What follows belongs to an exercise in optimizing a design on an open flow for small area, a short achievable clock period and few clock cycles; a production flow would make more cautious choices.
In this exercise RTL edits were held to simulation tests only and were not proved equivalent to the original.
Power is estimated from default activity; no workload was simulated.

==> flow/run.sh <==
#!/bin/bash
# Own layout flow: the standard flow, with a stronger setup-repair target
# (a larger slack margin) for the steps after synthesis. Synthesis is the
# standard one, unchanged. Each tool's output goes to its own log here.
set -euo pipefail
MARGIN=$(cat flow/margin.txt)
PORTBUF=$(cat flow/portbuf.txt 2>/dev/null || true)

# 1. standard synthesis, unchanged
bash standard.sh synth > synth.log 2>&1

# 2. the rest of the standard flow with the larger margin
sed -e "s/SETUP_SLACK_MARGIN=[^ ]*/SETUP_SLACK_MARGIN=${MARGIN}/" standard.sh > layout.sh
grep -q "SETUP_SLACK_MARGIN=${MARGIN}" layout.sh
if [[ -n "$PORTBUF" ]]; then
  export BUFFER_PORTS_ARGS="-buffer_cell ${PORTBUF}"
fi
bash layout.sh finish > layout.log 2>&1
test -f out/final.def
==> standard.sh <==
#!/bin/bash
# synth_recipe.tcl (not shown) runs the flow's synth.tcl, then flattens the netlist and writes it again
# the make line also repeats each setting of config.mk as NAME=value (left out here)
make -C /OpenROAD-flow-scripts/flow DESIGN_CONFIG=/design/flow/config.mk WORK_HOME=/design/flow/orfs CLKGATE_MAP_FILE= SYNTH_SCRIPT=/design/flow/synth_recipe.tcl "${@:-finish}"
==> config.mk <==
export PLATFORM = sky130hd
export DESIGN_NAME = w25n_encoder
export DESIGN_NICKNAME = w25n_encoder
export VERILOG_FILES = /design/flow/design.v
export SDC_FILE = /design/flow/constraint.sdc
export NUM_CORES = 4
export LEC_CHECK = 0
export CAP_MARGIN = 10
export CORE_MARGIN = 2
export CORE_UTILIZATION = 40
export CTS_BUF_LIST = sky130_fd_sc_hd__clkbuf_4 sky130_fd_sc_hd__clkbuf_8
export SETUP_SLACK_MARGIN = 5
export SLEW_MARGIN = 10
export TNS_END_PERCENT = 0
==> flow/margin.txt <==
6.5
==> design.v <==
module w25n_encoder (
    input  wire        clk,
    input  wire        rst,
    input  wire        req_valid,
    output wire        req_ready,
    input  wire [31:0] req_word0,
    input  wire [31:0] req_a,
    input  wire [31:0] req_b,
    input  wire        din_valid,
    output wire        din_ready,
    input  wire [7:0]  din_data,
    output reg         dout_valid,
    output wire [7:0]  dout_data,
    output reg         res_valid,
    output wire [7:0]  res_kind,
    output wire [31:0] res_info,
    output wire [23:0] res_rec,
    output reg         bus_valid,
    output reg  [7:0]  bus_tx,
    output reg         bus_last,
    input  wire        bus_ready,
    input  wire [7:0]  bus_rx,
    input  wire        bus_err
);
    localparam [4:0] T_BAD    = 5'd0;
    localparam [4:0] T_RESET  = 5'd1;
    localparam [4:0] T_JEDEC  = 5'd2;
    localparam [4:0] T_WREN   = 5'd3;
    localparam [4:0] T_WRDI   = 5'd4;
    localparam [4:0] T_RDREG  = 5'd5;
    localparam [4:0] T_WRREG  = 5'd6;
    localparam [4:0] T_BERASE = 5'd7;
    localparam [4:0] T_PLOAD  = 5'd8;
    localparam [4:0] T_PLOADR = 5'd9;
    localparam [4:0] T_PEXEC  = 5'd10;
    localparam [4:0] T_PREAD  = 5'd11;
    localparam [4:0] T_RDATA  = 5'd12;
    localparam [4:0] T_UNPROT = 5'd13;
    localparam [4:0] T_PWRDN  = 5'd14;
    localparam [4:0] T_SREAD  = 5'd16;
    localparam [4:0] T_SWRITE = 5'd17;
    localparam [4:0] T_SERASE = 5'd18;
    localparam [4:0] T_SCAP   = 5'd19;
    localparam [4:0] T_BSTAT  = 5'd20;
    localparam [4:0] T_SCANST = 5'd24;
    localparam [4:0] T_SCANNX = 5'd25;
    localparam [3:0] K_OK        = 4'h0;
    localparam [3:0] K_TRANSPORT = 4'h1;
    localparam [3:0] K_WREN      = 4'h2;
    localparam [3:0] K_WRDI      = 4'h3;
    localparam [3:0] K_ERASE     = 4'h4;
    localparam [3:0] K_PROGRAM   = 4'h5;
    localparam [3:0] K_PROTECT   = 4'h6;
    localparam [3:0] K_ALIGN     = 4'h7;
    localparam [3:0] K_BOUNDS    = 4'h8;
    localparam [3:0] K_BADREQ    = 4'hA;
    localparam [3:0] S_IDLE = 4'd0;
    localparam [3:0] S_DISP = 4'd1;    
    localparam [3:0] S_C1   = 4'd2;    
    localparam [3:0] S_SR   = 4'd3;    
    localparam [3:0] S_POLL = 4'd4;    
    localparam [3:0] S_RG   = 4'd5;    
    localparam [3:0] S_U1   = 4'd6;    
    localparam [3:0] S_U2   = 4'd7;    
    localparam [3:0] S_U3   = 4'd8;    
    localparam [3:0] S_WR   = 4'd9;    
    localparam [3:0] S_JED  = 4'd10;   
    localparam [3:0] S_ADR  = 4'd11;   
    localparam [3:0] S_LD   = 4'd12;   
    localparam [3:0] S_RD   = 4'd13;   
    localparam [3:0] S_RDM  = 4'd14;   
    localparam [3:0] S_CHK  = 4'd15;   
    reg [4:0] pd;
    always @(*) begin
        case (req_word0[7:0])
            8'h01: pd = T_RESET;
            8'h02: pd = T_JEDEC;
            8'h03: pd = T_WREN;
            8'h04: pd = T_WRDI;
            8'h05: pd = T_RDREG;
            8'h06: pd = T_WRREG;
            8'h07: pd = T_BERASE;
            8'h08: pd = T_PLOAD;
            8'h09: pd = T_PLOADR;
            8'h0A: pd = T_PEXEC;
            8'h0B: pd = T_PREAD;
            8'h0C: pd = T_RDATA;
            8'h0D: pd = T_UNPROT;
            8'h0E: pd = T_PWRDN;
            8'h20: pd = T_SREAD;
            8'h21: pd = T_SWRITE;
            8'h22: pd = T_SERASE;
            8'h23: pd = T_SCAP;
            8'h24: pd = T_BSTAT;
            8'h30: pd = T_SCANST;
            8'h31: pd = T_SCANNX;
            default: pd = T_BAD;
        endcase
        if (req_word0[31:24] != 8'h00) pd = T_BAD;
    end
    reg        pv;         
    reg [4:0]  P;          
    reg        pW;         
    reg [3:0]  st;
    reg [2:0]  hi;         
    reg        pay;        
    reg [4:0]  T;          
    reg        ser;        
    reg        Rz;         
    reg [31:0] A;          
    reg [31:0] B;          
    reg [31:0] R;          
    reg [11:0] S;          
    reg [7:0]  rxq;        
    reg [3:0]  kind;
    reg        rsr;        
    reg        fz;         
    reg        errq;       
    reg        cy, nz;     
    reg        al, zb;     
    reg        adv;        
    reg        dr;         
    reg        skv;        
    reg        dry;        
    reg        idle;       
    localparam [31:0] CAPACITY = 32'h1000_0000;
    wire mv    = bus_valid & bus_ready;       
    wire slot  = ~bus_valid | bus_ready;      
    wire tlast = bus_valid & bus_last;        
    wire tend  = mv & bus_last;
    assign req_ready = idle & pv;
    assign din_ready = dry;
    wire   take      = din_valid & dry;
    assign dout_data = rxq;
    wire paged = (T == T_SREAD) | (T == T_SWRITE);
    wire scan  = (T == T_SCANNX);
    wire Rnz   = ~Rz;
    wire Z1    = (R[10:0] == 11'd1) & (paged | (R[31:11] == 21'd0));
    reg [2:0] hl;
    always @(*) begin
        case (st)
            S_C1:         hl = 3'd0;
            S_JED, S_RDM: hl = 3'd4;
            S_ADR:        hl = 3'd3;
            S_RD:         hl = scan ? 3'd5 : 3'd3;
            default:      hl = 3'd2;
        endcase
    end
    wire haspay = (st == S_LD) | ((st == S_RD) & ~scan);
    wire topay  = pay | (haspay & (hi == hl));         
    wire ldp    = (st == S_LD) & (pay | (hi == 3'd2));  
    wire fill   = slot & ldp & ~tlast;                  
    wire [2:0] hn = hi + 3'd1;
    reg  [7:0] nb;
    always @(*) begin
        nb = 8'h00;
        case (st)
            S_SR, S_POLL: if (hn == 3'd1) nb = 8'hC0;
            S_U1, S_U3:   if (hn == 3'd1) nb = 8'hA0;
            S_U2:         nb = (hn == 3'd1) ? 8'hA0 : (B[7:0] & 8'h87);
            S_RG:         if (hn == 3'd1) nb = A[15:8];
            S_WR:         nb = (hn == 3'd1) ? A[15:8] : A[23:16];
            S_ADR:        nb = (hn == 3'd1) ? A[23:16] : (hn == 3'd2) ? A[15:8] : A[7:0];
            S_LD:         if (T != T_SWRITE) nb = (hn == 3'd1) ? A[15:8] : A[7:0];
            S_RD:         if (T == T_RDATA && hn[2:1] != 2'b10) nb = (hn == 3'd1) ? A[15:8] : (hn == 3'd2) ? A[7:0] : 8'h00;
            S_RDM:        if (hn == 3'd1) nb = 8'h08;
            default:      ;
        endcase
    end
    wire [7:0] c1_op = (T == T_RESET) ? 8'hFF :
                       (T == T_PWRDN) ? 8'hB9 :
                       (T == T_WRDI)  ? 8'h04 : 8'h06;
    wire [7:0] ld_op = (T == T_PLOADR) ? 8'h84 : 8'h02;
    reg  [3:0] ca, cb;
    always @(*) begin
        case (hi)
            3'd0: begin ca = A[3:0];   cb = B[3:0];   end
            3'd1: begin ca = A[7:4];   cb = B[7:4];   end
            3'd2: begin ca = A[11:8];  cb = B[11:8];  end
            3'd3: begin ca = A[15:12]; cb = B[15:12]; end
            3'd4: begin ca = A[19:16]; cb = B[19:16]; end
            3'd5: begin ca = A[23:20]; cb = B[23:20]; end
            3'd6: begin ca = A[27:24]; cb = B[27:24]; end
            default: begin ca = A[31:28]; cb = B[31:28]; end
        endcase
    end
    wire [4:0] csum  = {1'b0, ca} + {1'b0, cb ^ {4{ser}}} + {4'd0, cy};
    wire       b_gt_cap = (B[31:29] != 3'd0) || (B[28] && (B[27:0] != 28'd0));
    wire       ck_al  = ser ? ((A[16:0] != 17'd0) || (B[16:0] != 17'd0))
                            : ((A[10:0] != 11'd0) || (B[10:0] != 11'd0));
    wire       ck_bz  = ~ser & (B == 32'd0);
    wire       ck_dec = pay;
    wire       ckfail = cy | nz | al | zb;
    wire more_er = (A[17:6] < B[28:17]);
    reg [3:0] fs;
    reg [7:0] fop;
    always @(*) begin
        fs  = S_IDLE;
        fop = 8'h0F;
        case (T)
            T_RESET, T_PWRDN, T_WREN, T_WRDI, T_BERASE, T_PLOAD, T_PLOADR:
                       begin fs = S_C1;  fop = c1_op; end
            T_JEDEC:   begin fs = S_JED; fop = 8'h9F; end
            T_RDREG:   begin fs = S_RG;  fop = 8'h0F; end
            T_WRREG:   begin fs = S_WR;  fop = 8'h1F; end
            T_PEXEC:   begin fs = S_ADR; fop = 8'h10; end
            T_PREAD, T_BSTAT:
                       begin fs = S_ADR; fop = 8'h13; end
            T_RDATA:   begin fs = S_RD;  fop = 8'h03; end
            T_UNPROT:  begin fs = S_U1;  fop = 8'h0F; end
            T_SCANNX:  if (!S[11]) begin fs = S_ADR; fop = 8'h13; end
            T_SREAD, T_SWRITE, T_SERASE:
                       fs = S_CHK;
            default:   ;    
        endcase
    end
    reg [3:0] ns;
    reg [7:0] nop;
    always @(*) begin
        ns  = S_IDLE;
        nop = 8'h0F;
        case (st)
            S_C1:   if (T != T_RESET && T != T_PWRDN) ns = S_SR;
            S_SR: begin
                if (T == T_BERASE || T == T_SERASE) begin ns = S_ADR; nop = 8'hD8; end
                else if (T == T_PLOAD || T == T_PLOADR || T == T_SWRITE) begin ns = S_LD; nop = ld_op; end
            end
            S_ADR:  ns = S_POLL;
            S_POLL: begin
                if (bus_rx[0]) ns = S_POLL;
                else case (T)
                    T_SERASE: if (more_er) begin ns = S_C1; nop = 8'h06; end
                    T_SWRITE: if (Rnz)     begin ns = S_C1; nop = 8'h06; end
                    T_BSTAT:  begin ns = S_RDM; nop = 8'h03; end
                    T_SREAD, T_SCANNX: begin ns = S_RD; nop = 8'h03; end
                    default:  ;
                endcase
            end
            S_LD:   if (T == T_SWRITE) begin ns = S_ADR; nop = 8'h10; end
            S_RD: begin
                if (scan) begin ns = S_RDM; nop = 8'h03; end
                else if (T == T_SREAD && Rnz) begin ns = S_ADR; nop = 8'h13; end
            end
            S_U1:   begin ns = S_U2; nop = 8'h1F; end
            S_U2:   ns = S_U3;
            default: ;
        endcase
    end
    wire intx = (st != S_IDLE) && (st != S_DISP) && (st != S_CHK);
    wire stop = (bus_err && st != S_U2) ||
                (st == S_SR && T != T_WRDI && !bus_rx[1]) ||
                (st == S_POLL && !bus_rx[0] &&
                 ((bus_rx[2] && (T == T_BERASE || T == T_SERASE)) ||
                  (bus_rx[3] && (T == T_PEXEC  || T == T_SWRITE))));
    reg [3:0] rk;
    always @(*) begin
        rk = K_OK;
        case (st)
            S_DISP: if (T == T_BAD) rk = K_BADREQ;
            S_CHK:  rk = (cy | nz) ? K_BOUNDS : al ? K_ALIGN : K_OK;
            S_SR: begin
                if (T == T_WRDI) begin
                    if (rxq[1]) rk = K_WRDI;
                end else if (!rxq[1]) rk = K_WREN;
            end
            S_POLL: begin
                if (rxq[2] && (T == T_BERASE || T == T_SERASE)) rk = K_ERASE;
                if (rxq[3] && (T == T_PEXEC  || T == T_SWRITE)) rk = K_PROGRAM;
            end
            S_U3: if (rxq[6:3] != 4'd0) rk = K_PROTECT;
            default: ;
        endcase
        if (errq && intx && st != S_U2)
            rk = K_TRANSPORT;
    end
    wire okr   = (rk == K_OK);
    wire keepA = (rk == K_BADREQ) | (rk == K_BOUNDS) | (rk == K_ALIGN) |
                 (rk == K_ERASE) | (rk == K_PROGRAM) | (okr & (scan | (T == T_SCAP)));
    wire selB  = okr & ((T == T_RDATA) | (T == T_SREAD));
    wire selJ  = okr & (T == T_JEDEC);
    wire selRx = (rk == K_WREN) | (rk == K_WRDI) | (okr & (T == T_RDREG));
    wire selU  = (rk == K_PROTECT);
    wire selM  = okr & (T == T_BSTAT);
    wire [31:0] infov = keepA ? A :
                        ({32{selB}} & B) |
                        {7'd0, selJ & ({B[7:0], rxq} == 16'hAA22), {16{selJ}} & B[15:0], {8{selJ | selRx}} & rxq} |
                        {28'd0, {4{selU}} & rxq[6:3]} |
                        {31'd0, selM & (rxq == 8'hFF)};
    wire rload = ((st == S_DISP) & (fs == S_IDLE)) | ((st == S_CHK) & ck_dec & ckfail) | fz;
    assign res_kind = {4'd0, kind};
    assign res_info = A;
    assign res_rec  = {24{rsr}} & {B[15:0], rxq};
    wire acc = (st == S_IDLE) & pv;
    wire r_dec = take | (mv & (st == S_RD) & ~scan & ~bus_last & topay);
    wire dr_n  = (mv && st == S_LD && !pay && hi == 3'd1 && Rnz) ? 1'b1 :
                 (take && Z1) ? 1'b0 : dr;
    wire skv_n = (fill && skv) ? 1'b0 : (take && !fill) ? 1'b1 : skv;
    always @(posedge clk) begin
        if (mv)
            rxq <= bus_rx;
        errq  <= bus_err;
        P     <= pd;
        pW    <= (pd == T_BAD) | (pd == T_RDREG) | (pd == T_WRREG);
        pv    <= req_valid;
        if (st != S_IDLE) begin
            kind <= rk;
            rsr  <= okr & scan & ~(st == S_DISP && S[11]);
        end
        res_valid  <= ((st == S_DISP) & (fs == S_IDLE)) |
                      ((st == S_CHK) & ck_dec & ckfail) |
                      fz;
        fz         <= tend & (stop | (ns == S_IDLE));
        dout_valid <= mv & pay & (st == S_RD);
        case (st)
            S_IDLE:  if (pv) st <= S_DISP;
            S_DISP:  st <= fs;
            S_CHK:   if (ck_dec) st <= ckfail ? S_IDLE : (T == T_SREAD) ? S_ADR : S_C1;
            default: begin
                if (fz) st <= S_IDLE;
                else if (tend && !stop && ns != S_IDLE) st <= ns;
            end
        endcase
        if (st == S_DISP || st == S_CHK || mv)
            hi <= (st == S_DISP || (st == S_CHK && ck_dec) || (mv && bus_last)) ? 3'd0 : hn;
        if (st == S_DISP || st == S_CHK || mv)
            pay <= (st == S_CHK) ? (hi == 3'd7 && !ck_dec) : (st != S_DISP) && !bus_last && topay;
        if (slot) begin
            if (st == S_DISP) begin
                bus_tx    <= fop;
                bus_last  <= (fs == S_C1);
                bus_valid <= (fs != S_IDLE) && (fs != S_CHK);
            end else if (st == S_CHK) begin
                bus_tx    <= (T == T_SREAD) ? 8'h13 : 8'h06;
                bus_last  <= (T != T_SREAD);
                bus_valid <= ck_dec & ~ckfail;
            end else if (tlast) begin
                bus_tx    <= nop;
                bus_last  <= (ns == S_C1);
                bus_valid <= ~stop & (ns != S_IDLE);
            end else if (ldp) begin
                bus_tx    <= skv ? B[7:0] : din_data;
                bus_last  <= skv ? ~dr : Z1;
                bus_valid <= skv | take;
            end else if (topay) begin
                bus_tx    <= 8'h00;
                bus_last  <= Z1;
                bus_valid <= ~fz & (st != S_IDLE);
            end else begin
                bus_tx    <= nb;
                bus_last  <= (hn == hl) & ~(haspay & Rnz);
                bus_valid <= ~fz & (st != S_IDLE);
            end
        end
        dr   <= dr_n;
        skv  <= skv_n;
        dry  <= dr_n & ~skv_n;
        idle <= ((st == S_IDLE) & ~pv) | ((st == S_DISP) & (fs == S_IDLE)) |
                ((st == S_CHK) & ck_dec & ckfail) | fz;
        if (st == S_DISP)
            Rz <= (B == 32'd0);
        else if (r_dec)
            Rz <= (R == 32'd1);
        if (st == S_DISP)
            R <= B;
        else if (r_dec)
            R <= R - 32'd1;
        if (acc)
            B <= req_b;
        else if (take && !fill)
            B[7:0] <= din_data;
        else if (mv && ((st == S_JED && !bus_last) || (st == S_RD && scan) || st == S_U1))
            B[15:0] <= {B[7:0], bus_rx};
        if (acc)
            A <= pW ? req_word0 : req_a;
        else if (st == S_DISP && scan)
            A <= S[11] ? 32'hFFFF_FFFF : {14'd0, S, 6'd0};
        else if (st == S_DISP && T == T_SCAP)
            A <= CAPACITY;
        else if ((st == S_DISP && T == T_BSTAT) || (st == S_CHK && ck_dec && !ckfail))
            A <= {11'd0, A[31:11]};
        else if (tend && ((st == S_C1 && adv) || (st == S_RD && T == T_SREAD)))
            A[17:0] <= A[17:0] + (ser ? 18'd64 : 18'd1);
        else if (rload)
            A <= infov;
        if (st == S_DISP) begin
            if (T == T_SCANST) S <= 12'd0;
            else if (scan && !S[11]) S <= S + 12'd1;
        end
        if (st == S_DISP)
            adv <= 1'b0;
        else if (tend && st == S_C1)
            adv <= 1'b1;
        if (acc)
            T <= P;
        if (acc)
            ser <= (P == T_SERASE);
        if (st == S_DISP) begin
            cy <= 1'b0;
            nz <= 1'b0;
        end else if (st == S_CHK && !ck_dec) begin
            if (hi == 3'd7) begin
                cy <= csum[4] | (ser ? b_gt_cap : (csum[3:1] != 3'd0));
                nz <= ~ser & csum[0] & nz;
                al <= ck_al;
                zb <= ck_bz;
            end else begin
                cy <= csum[4];
                nz <= nz | (csum[3:0] != 4'd0);
            end
        end
        if (rst) begin
            st         <= S_IDLE;
            pv         <= 1'b0;
            bus_valid  <= 1'b0;
            res_valid  <= 1'b0;
            dout_valid <= 1'b0;
            fz         <= 1'b0;
            dr         <= 1'b0;
            skv        <= 1'b0;
            dry        <= 1'b0;
            idle       <= 1'b1;
            S          <= 12'h800;
        end
    end
endmodule
==> flow/portbuf.txt <==
sky130_fd_sc_hd__buf_1
==> constraint.sdc <==
create_clock -name core_clock -period 10.0 [get_ports {clk}]
set_input_delay 2.0000 -clock core_clock [delete_from_list [all_inputs] [get_ports {clk}]]
set_output_delay 2.0000 -clock core_clock [all_outputs]
set_load 0.01 [all_outputs]
==> reports/metrics.yaml <==
drt_iter0_drc: 2104
synth_mux_area_frac: 0.0461
synth_top_family_by_area: "simple AND/OR/NAND/NOR gates"
period_share: 0.363
critPathMaxStageDelay_ns: 0.77
synth-main-ff-cell: "edfxtp_1"
maxSlewHeadroom: 0.187
drtAntennaViolNets: 0
numCtsBuffers: 17
power.total_mw: 3.62
cts_buffer_depth: 2
worstSetupPathType: "reg2out"
multi_input_area_sq_um: 7370
crit_chain: "and2_1, buf_1"
gp_congestion: 0.962
die_area_sq_um: 32900
final_common_cell: "buf_1"
fmax_ghz: 0.275
synth-simple-area-share: 0.234
drcViolationCount: 0
finClkSkew_ns: 0.0238
cp_slowest_cell: "edfxtp_1"
ys_seq_area_frac: 0.368
area_growth_pct: 11.7
rsz0062_at_grt: "true"
ir_drop_uv: 124
netlist_instances: 1490
grt_max_degree: 75
pwr-share-clk: 0.152
tightest_slew_ns: 1.19
grt_overflow: 0
start_util: 0.409
finalHoldViolCount: 0
cts-hold-fix-buffers: 0
synth_compound_area_frac: 0.232
required_ns: 8.00
cts_sinks: 166
diodes: 0
dp_hpwl_mm: 37.8
synth.distinct_cells: 87
setup_ws_ns: 6.37
min-delay-path-class: "reg2reg"
avgViaCountPerCell: 6.51
setup-violations-final: 0
net-switching-power_mw: 1.74
crit_path_end_kind: "primary output"
fin_crit_ns: 3.63
core_sq_um: 30700
synth_area_leader_cell: "edfxtp_1"
cp.arrival_ns: 1.63
grt_pass1_wl_mm: 76.2
path_clk_slew_ns: 0.11
fp-row-count: 64
startpoint_type: "register"
syn_area_per_cell_sq_um: 8.44
p_comb_frac: 0.477
synthArstFlopShare: 0
antenna_found_initial: 0
status: "no timing/DRC/antenna violations"
ys_top_cells_by_area: "edfxtp_1 31%, dfxtp_1 5.6%, nand2_1 5.1%"
regArea_sq_um: 4640
synth_top_area_share: 0.313
power_density_nw_per_um2: 257
seqPwrFrac: 0.371
layout_common_cells: "199 x buf_1, 171 x nand2_1, 131 x edfxtp_1"
synthAdderAreaFrac: 0.0300
netlist_area_sq_um: 12600
yosys_register_bits: 166
grt_pass1_vias: 12100
synth_warnings: 1
routed_wl_mm: 51.3
die_w_microns: 181
layout-drive-gt1-share: 0.0625
leakagePower_nw: 4.93
tns_ns: 0
place_ws_ns: 5.78
clk-insertion-delay-late_ns: 0.49
synth_edf_count: 131
p_sw_frac: 0.480
crit_path_max_fanout: 10
ioPinCount: 204
maxCapViolCount: 0
intPower_mw: 1.88
detailedRoute.firstPassIterationCount: 19
cts_htree_levels: 4
cts_root_buffer: "clkbuf_8"
cts_tree: "yes"
die_y_microns: 181
synth-xor-area-share: 0.0376
io_buffers: 199
grt.total_usage: 0.304
fill_cells: 3117
wl_per_cell_microns: 25.3
dr_total_vias: 13200
slew_viol_final: 0
nNetsFinal: 1767
power by group through the flow:
stage                     clock network (mW)  registers (mW)  logic [mW]
final                                  0.551            1.34        1.72
after floorplan                            0            1.17        1.17
after global placement                     0            1.35        1.58
after detailed placement                   0            1.35        1.60
after CTS                              0.552            1.32        1.65
after global routing                   0.576            1.34        1.87
state kept, by name, indices dropped and copies added, names as in the netlist, 3 cells and up:
name and flops:
P 5, T 5, bus_tx 8, S 12, A 32, st 4
R 32, hi 3, kind 4, rxq 8, B 32
per-layer routing:
layer | up-vias | track usage | part of all wire | wire (microns)
met5 | - | 0 | 0 | 0
met4 | 0 | 0.119 | 0.036 | 1840
li1 | 5876 | - | - | -
met3 | 101 | 0.0504 | 0.10 | 5350
met2 | 945 | 0.458 | 0.43 | 22100
met1 | 6280 | 0.434 | 0.43 | 22000
worst max-delay path: cells and delay by family (launching register included):
| family | cells | cell delay (ns) |
|---|---|---|
| flops | 1 | 0.77 |
| buf+inv | 1 | 0.15 |
| simple gates | 1 | 0.22 |
worst paths after layout:
kind / start / to / slack (ns) / cells after the start
worst max register to register: T[0]$_DFFE_PP_ / bus_tx[2]$_DFFE_PN_ / 6.38 / 9
worst max-delay path: B[7]$_DFFE_PP_ / res_rec[15] / 6.37 / 2
worst min-delay path: P[4]$_DFF_P_ / T[4]$_DFFE_PP_ / 0.43 / 0
worst min register to register: P[4]$_DFF_P_ / T[4]$_DFFE_PP_ / 0.43 / 0
repair_timing:
action | in CTS | in global routing
hold endpoints to repair | 0 | 0
setup buffers | 3 | 4
gates resized for setup | 5 | 10
pin swaps | 0 | 3
setup endpoints to repair | 75 | 126
through the flow:
step	instances	cell area [sq um]	util	hold slack (ns)
after floorplan	1493	12600	-	0.401
after global placement	1990	13500	0.440	0.416
after detailed placement	1990	13500	0.440	0.419
after CTS	2025	14000	0.455	0.429
after global routing	2029	14000	0.457	0.459
final	2029	14000	0.457	0.431
cell usage after synthesis (27+ instances only):
| library cell | n |
|---|---|
| nor2_1 | 112 |
| clkbuf_1 | 84 |
| inv_1 | 38 |
| a221oi_1 | 42 |
| nand3_1 | 49 |
| mux2i_1 | 49 |
| dfxtp_1 | 35 |
| xnor2_1 | 38 |
| nor3_1 | 61 |
| nand2_1 | 171 |
| ha_1 | 27 |
| edfxtp_1 | 131 |
| a21oi_1 | 88 |
| and2_1 | 33 |
| o21ai_0 | 115 |
area by class of cell:
class,instances,share of cell area
clock buffer,18,0.0176
clock inverter,14,0.0128
inverter,41,0.0110
multi-input combinational,1167,0.525
sequential,166,0.330
tap,396,0.0353
timing repair buffer,227,0.0684
cells by family (layout without fill, tap and decap cells):
group	count (synthesis)	in the layout
AND/OR/NAND/NOR	587	587
AO/OA/AOI/OAI	436	436
flip-flops	166	166
buffers and inverters	160	300
multiplexers	57	57
XOR/XNOR	54	54
adder cells (fa/ha/maj)	29	29
other	1	4
Testbench counts, summed over its fixed seeds: cycles 368,569.

what the ideal ports hide:
In the flow no input, the clock included, has a driving cell. The finished layout below was timed again as built, in two steps.
Step 1 (the two cells are an assumption about what drives the block):
set clk [get_ports {clk}]
set_driving_cell -lib_cell sky130_fd_sc_hd__clkbuf_16 $clk
set_driving_cell -lib_cell sky130_fd_sc_hd__buf_2 [delete_from_list [all_inputs] $clk]
Step 2 also shifts input and output timing later by t, the mid clock arrival at the registers, as if the neighbouring blocks saw the same clock.
Slacks: no drivers / after step 1 / after step 2; pairs: no drivers / after step 1.
t, ns: 0.532
setup WS [ns]: 6.368 / 6.319 / 5.896
latest minus earliest clock arrival (ns): 0.024 / 0.024
worst data-port slew with drivers (ns): 0.05
pins driven straight from the clock port: 1
After both steps this run still meets setup and hold. The setup slack of this run moves by -0.049 ns with the drivers and by -0.472 ns with both steps.
